Context: an optimization exercise on an open-source flow, tuned for small area, a short achievable clock period and few clock cycles per item. The choices shown serve that exercise and are no tape-out recipe. RTL that was checked went through simulation tests only; none was proved equivalent to the original.

== run F ==
==> flow/design.v <==
module gf32_mul (
    input  wire [24:0] a,
    input  wire [4:0]  b,
    output wire [4:0]  y
);
    assign y = (a[4:0]   & {5{b[0]}}) ^ (a[9:5]   & {5{b[1]}}) ^ (a[14:10] & {5{b[2]}}) ^
               (a[19:15] & {5{b[3]}}) ^ (a[24:20] & {5{b[4]}});
endmodule
module gf32_inv (
    input  wire [4:0]  a,
    output reg  [24:0] g,
    output reg  [4:0]  tau
);
    always @* begin
        case (a)
            5'd0: begin g = 25'h0000000; tau = 5'h00; end
            5'd1: begin g = 25'h0FAAD21; tau = 5'h09; end
            5'd2: begin g = 25'h12131BA; tau = 5'h08; end
            5'd3: begin g = 25'h1C2CA04; tau = 5'h1E; end
            5'd4: begin g = 25'h1A8EEA3; tau = 5'h02; end
            5'd5: begin g = 25'h0953770; tau = 5'h16; end
            5'd6: begin g = 25'h0546059; tau = 5'h13; end
            5'd7: begin g = 25'h14D1E43; tau = 5'h04; end
            5'd8: begin g = 25'h0F3782D; tau = 5'h15; end
            5'd9: begin g = 25'h11FF027; tau = 5'h19; end
            5'd10: begin g = 25'h132863B; tau = 5'h11; end
            5'd11: begin g = 25'h17C0555; tau = 5'h03; end
            5'd12: begin g = 25'h04BB8FB; tau = 5'h1A; end
            5'd13: begin g = 25'h17665F1; tau = 5'h1C; end
            5'd14: begin g = 25'h01332E2; tau = 5'h01; end
            5'd15: begin g = 25'h01539BC; tau = 5'h05; end
            5'd16: begin g = 25'h02D72C5; tau = 5'h0E; end
            5'd17: begin g = 25'h1B2094D; tau = 5'h14; end
            5'd18: begin g = 25'h02716B8; tau = 5'h0D; end
            5'd19: begin g = 25'h07C2DD0; tau = 5'h07; end
            5'd20: begin g = 25'h0799326; tau = 5'h0F; end
            5'd21: begin g = 25'h158A645; tau = 5'h10; end
            5'd22: begin g = 25'h147FF5D; tau = 5'h1F; end
            5'd23: begin g = 25'h0B4AB2C; tau = 5'h0C; end
            5'd24: begin g = 25'h0E99B1A; tau = 5'h12; end
            5'd25: begin g = 25'h1240EF6; tau = 5'h1D; end
            5'd26: begin g = 25'h1E3D7E2; tau = 5'h06; end
            5'd27: begin g = 25'h065FE2C; tau = 5'h18; end
            5'd28: begin g = 25'h0B22511; tau = 5'h0A; end
            5'd29: begin g = 25'h10399F4; tau = 5'h17; end
            5'd30: begin g = 25'h1AEE124; tau = 5'h0B; end
            5'd31: begin g = 25'h1E6EC77; tau = 5'h1B; end
            default: begin g = 25'h0; tau = 5'h0; end
        endcase
    end
endmodule
module gf32_log (
    input  wire [4:0]  a,
    output wire [30:0] m
);
    assign m[30] = (a == 5'd1);
    assign m[29] = (a == 5'd2);
    assign m[28] = (a == 5'd4);
    assign m[27] = (a == 5'd8);
    assign m[26] = (a == 5'd16);
    assign m[25] = (a == 5'd5);
    assign m[24] = (a == 5'd10);
    assign m[23] = (a == 5'd20);
    assign m[22] = (a == 5'd13);
    assign m[21] = (a == 5'd26);
    assign m[20] = (a == 5'd17);
    assign m[19] = (a == 5'd7);
    assign m[18] = (a == 5'd14);
    assign m[17] = (a == 5'd28);
    assign m[16] = (a == 5'd29);
    assign m[15] = (a == 5'd31);
    assign m[14] = (a == 5'd27);
    assign m[13] = (a == 5'd19);
    assign m[12] = (a == 5'd3);
    assign m[11] = (a == 5'd6);
    assign m[10] = (a == 5'd12);
    assign m[9] = (a == 5'd24);
    assign m[8] = (a == 5'd21);
    assign m[7] = (a == 5'd15);
    assign m[6] = (a == 5'd30);
    assign m[5] = (a == 5'd25);
    assign m[4] = (a == 5'd23);
    assign m[3] = (a == 5'd11);
    assign m[2] = (a == 5'd22);
    assign m[1] = (a == 5'd9);
    assign m[0] = (a == 5'd18);
endmodule
module flex_bch (
    input  wire        clk,
    input  wire        rst,
    input  wire        in_valid,
    output wire        in_ready,
    input  wire        in_op,
    input  wire [31:0] in_word,
    output wire        out_valid,
    input  wire        out_ready,
    output wire [31:0] out_word,
    output wire        out_ok,
    output wire [1:0]  out_nfix
);
    wire [4:0] s1, s3;
    wire [9:0] e;            
    wire xn31 = in_word[4] ^ in_word[15];
    wire xn32 = in_word[2] ^ in_word[11];
    wire xn33 = in_word[1] ^ in_word[14];
    wire xn34 = in_word[10] ^ in_word[18];
    wire xn35 = in_word[0] ^ in_word[8];
    wire xn36 = in_word[3] ^ in_word[12];
    wire xn37 = in_word[7] ^ in_word[19];
    wire xn38 = in_word[16] ^ in_word[17];
    wire xn39 = in_word[22] ^ in_word[25];
    wire xn40 = in_word[5] ^ in_word[20];
    wire xn41 = in_word[6] ^ in_word[9];
    wire xn42 = xn31 ^ xn32;
    wire xn43 = xn33 ^ xn34;
    wire xn44 = in_word[13] ^ in_word[15];
    wire xn45 = in_word[21] ^ in_word[24];
    wire xn46 = xn35 ^ xn40;
    wire xn47 = in_word[13] ^ in_word[17];
    wire xn48 = in_word[0] ^ in_word[14];
    wire xn49 = in_word[11] ^ in_word[16];
    wire xn50 = xn36 ^ xn37;
    wire xn51 = xn38 ^ xn41;
    wire xn52 = xn36 ^ xn49;
    wire xn53 = xn32 ^ xn44;
    wire xn54 = in_word[23] ^ in_word[26];
    wire xn55 = in_word[8] ^ in_word[16];
    wire xn56 = in_word[13] ^ in_word[14];
    wire xn57 = in_word[9] ^ in_word[20];
    wire xn58 = in_word[10] ^ in_word[12];
    wire xn59 = in_word[27] ^ in_word[28];
    wire xn60 = in_word[7] ^ in_word[27];
    wire xn61 = in_word[6] ^ in_word[23];
    wire xn62 = xn35 ^ xn37;
    wire xn63 = in_word[19] ^ xn41;
    wire xn64 = xn39 ^ xn59;
    wire xn65 = xn33 ^ xn55;
    wire xn66 = xn39 ^ xn61;
    wire xn67 = xn45 ^ xn48;
    wire xn68 = xn31 ^ xn54;
    wire xn69 = xn47 ^ xn58;
    wire xn70 = xn46 ^ xn51;
    wire xn71 = xn42 ^ xn66;
    wire xn72 = xn42 ^ xn43;
    assign s1[0] = ((((in_word[13] ^ in_word[30]) ^ xn31) ^ (xn39 ^ xn40)) ^ (xn50 ^ xn65));
    assign s1[1] = ((((in_word[13] ^ in_word[18]) ^ (in_word[29] ^ in_word[6])) ^ xn42) ^ (xn50 ^ xn67));
    assign s1[2] = ((((in_word[28] ^ in_word[8]) ^ xn34) ^ (xn37 ^ xn38)) ^ xn71);
    assign s1[3] = ((((in_word[15] ^ in_word[22]) ^ (in_word[3] ^ in_word[5])) ^ (xn45 ^ xn60)) ^ (xn43 ^ xn51));
    assign s1[4] = ((((in_word[21] ^ in_word[2]) ^ xn56) ^ xn68) ^ xn70);
    assign s3[0] = ((((in_word[12] ^ in_word[25]) ^ (in_word[30] ^ in_word[6])) ^ (xn38 ^ xn45)) ^ xn72);
    assign s3[1] = ((((in_word[26] ^ in_word[4]) ^ xn57) ^ xn52) ^ (xn64 ^ xn67));
    assign s3[2] = ((((in_word[0] ^ in_word[18]) ^ (in_word[26] ^ in_word[5])) ^ (xn38 ^ xn39)) ^ (xn50 ^ xn53));
    assign s3[3] = ((((in_word[1] ^ in_word[21]) ^ (in_word[29] ^ in_word[5])) ^ xn64) ^ (xn68 ^ xn69));
    assign s3[4] = (((xn33 ^ xn60) ^ xn46) ^ xn71);
    assign e[0] = (xn69 ^ ((in_word[20] ^ xn37) ^ xn42));
    assign e[1] = (xn63 ^ (xn43 ^ xn52));
    assign e[2] = (xn53 ^ ((in_word[9] ^ (in_word[17] ^ in_word[5])) ^ (xn34 ^ xn35)));
    assign e[3] = (xn65 ^ ((in_word[19] ^ xn57) ^ xn53));
    assign e[4] = (xn62 ^ ((in_word[12] ^ xn44) ^ xn43));
    assign e[5] = (xn63 ^ (((in_word[20] ^ in_word[2]) ^ xn31) ^ (xn34 ^ xn48)));
    assign e[6] = (((in_word[9] ^ (in_word[7] ^ in_word[8])) ^ (xn36 ^ xn40)) ^ xn72);
    assign e[7] = (((in_word[4] ^ (in_word[10] ^ in_word[3])) ^ (xn32 ^ xn33)) ^ ((xn41 ^ xn47) ^ xn62));
    assign e[8] = ((((in_word[19] ^ in_word[1]) ^ xn31) ^ (in_word[3] ^ (in_word[11] ^ in_word[18]))) ^ xn70);
    assign e[9] = (xn52 ^ ((in_word[18] ^ xn56) ^ xn46));
    wire [9:0] d_hi = in_op ? {e[0], e[1], e[2], e[3], e[4], e[5], e[6], e[7], e[8], e[9]}
                            : in_word[30:21];
    reg        full;
    reg [30:0] word;
    assign in_ready  = !full || out_ready;
    assign out_valid = full;
    always @(posedge clk) begin
        if (rst)
            full <= 1'b0;
        else if (in_ready)
            full <= in_valid;
    end
    wire [24:0] g;
    wire [4:0]  tau;
    gf32_inv u_tab (.a(s1), .g(g), .tau(tau));
    wire [4:0] pa, pb;
    gf32_mul u_pa (.a({10'd0, g[14:0]}), .b({2'b00, s3[2:0]}), .y(pa));
    gf32_mul u_pb (.a({g[24:15], 15'd0}), .b({s3[4:3], 3'b000}), .y(pb));
    wire d_ta = ~^(tau[2:0] & s3[2:0]);
    wire d_tb = ^(tau[4:3] & s3[4:3]);
    reg       b31, op, remz, ta, tb;
    reg [4:0] ra, rb, rc;
    always @(posedge clk) begin
        if (in_ready) begin
            b31  <= in_word[31];
            op   <= in_op;
            remz <= (s1 == 5'd0 && s3 == 5'd0);
            ta   <= d_ta;
            tb   <= d_tb;
            word <= {d_hi, in_word[20:0]};
            ra   <= pa;
            rb   <= pb;
            rc   <= pb ^ s1;
        end
    end
    wire fix = !op && !(ta ^ tb);
    wire ok  = op || remz || fix;
    wire [4:0] r1 = ra ^ rc, r2 = ra ^ rb;
    wire b31_out = b31 && !ok;
    wire [30:0] m1, m2;
    gf32_log u_m1 (.a(r1), .m(m1));
    gf32_log u_m2 (.a(r2), .m(m2));
    assign out_word = {b31_out, word ^ ((m1 | m2) & {31{fix}})};
    assign out_ok   = ok;
    assign out_nfix = {fix && r1 != 5'd0, fix && r1 == 5'd0};
endmodule
Settings: LEC_CHECK=0, CAP_MARGIN=20, CORE_MARGIN=2, CORE_UTILIZATION=40, PLACE_DENSITY=0.6, SETUP_SLACK_MARGIN=3.5, SLEW_MARGIN=20; clock period 8.0 ns.
run.sh (not shown) runs the stock make flow with config.mk's settings and CLKGATE_MAP_FILE= SYNTH_SCRIPT=/design/flow/synth_recipe.tcl, a recipe that flattens the netlist after the stock synthesis.
Testbench counts of run F, summed over its fixed seeds: cycles 4,808, items 4,800.
Setup changes, run F to run Z
diff --git a/flow/design.v b/flow/design.v
--- a/flow/design.v
+++ b/flow/design.v
@@ -172,38 +172,32 @@
         if (rst)
             full <= 1'b0;
         else if (in_ready)
             full <= in_valid;
     end
     wire [24:0] g;
-    wire [4:0]  tau;
+    wire [4:0]  tau, x1, x2;
     gf32_inv u_tab (.a(s1), .g(g), .tau(tau));
-    wire [4:0] pa, pb;
-    gf32_mul u_pa (.a({10'd0, g[14:0]}), .b({2'b00, s3[2:0]}), .y(pa));
-    gf32_mul u_pb (.a({g[24:15], 15'd0}), .b({s3[4:3], 3'b000}), .y(pb));
-    wire d_ta = ~^(tau[2:0] & s3[2:0]);
-    wire d_tb = ^(tau[4:3] & s3[4:3]);
-    reg       b31, op, remz, ta, tb;
-    reg [4:0] ra, rb, rc;
+    gf32_mul u_x2  (.a(g), .b(s3), .y(x2));
+    assign x1 = x2 ^ s1;
+    wire trc = ~^(tau & s3);
+    wire d_fix = !in_op && !trc;
+    wire d_ok  = in_op || (s1 == 5'd0 && s3 == 5'd0) || d_fix;
+    reg       b31, ok, fix;
+    reg [4:0] r1, r2;
     always @(posedge clk) begin
         if (in_ready) begin
-            b31  <= in_word[31];
-            op   <= in_op;
-            remz <= (s1 == 5'd0 && s3 == 5'd0);
-            ta   <= d_ta;
-            tb   <= d_tb;
+            b31  <= in_word[31] && !d_ok;
+            ok   <= d_ok;
+            fix  <= d_fix;
             word <= {d_hi, in_word[20:0]};
-            ra   <= pa;
-            rb   <= pb;
-            rc   <= pb ^ s1;
+            r1   <= x1;
+            r2   <= x2;
         end
     end
-    wire fix = !op && !(ta ^ tb);
-    wire ok  = op || remz || fix;
-    wire [4:0] r1 = ra ^ rc, r2 = ra ^ rb;
-    wire b31_out = b31 && !ok;
+    wire b31_out = b31;
     wire [30:0] m1, m2;
     gf32_log u_m1 (.a(r1), .m(m1));
     gf32_log u_m2 (.a(r2), .m(m2));
     assign out_word = {b31_out, word ^ ((m1 | m2) & {31{fix}})};
     assign out_ok   = ok;
     assign out_nfix = {fix && r1 != 5'd0, fix && r1 == 5'd0};
Summary of run Z over run F: synthesized-area fraction occupied by adder cells now sits at about the same level, post-detailed-route via-to-cell ratio now sits higher.
Higher post-synthesis compound-gate area fraction among run Z and run F: run Z
NOTE buffer count excluding the clock tree in the final layout run F->run Z increased slightly
Only the layout flow was run in run Z; the RTL was not checked for function there.

==> afterwards: timing with drivers on the ports <==
How much do the figures lean on ideal ports? The routed layouts below were timed once more, with nothing changed but the port constraints.
Step 1 (the two cells are an assumption about what drives the block):
set clk [get_ports {clk}]
set_driving_cell -lib_cell sky130_fd_sc_hd__clkbuf_16 $clk
set_driving_cell -lib_cell sky130_fd_sc_hd__buf_2 [delete_from_list [all_inputs] $clk]
Step 2 moves the port delays by t, midway between the first and last clock arrival at a register: inputs arrive t later, outputs are due t later. That takes back most of the time a late clock gives input paths.
Three values: no drivers, after step 1, after step 2; two values: the first two.
run | t, ns | setup slack, ns | worst register clock-pin slew, ns | worst slew at a driven data input, ns
run F | 0.328 | 3.510 / 3.518 / 3.190 | 0.07 / 0.07 | 0.04
run Z | 0.322 | 2.908 / 2.896 / 2.574 | 0.06 / 0.06 | 0.06
After both steps setup and hold are still met in every run listed. The setup slack of run Z, which loses most, moves by -0.012 ns with the drivers and by -0.334 ns with both steps.
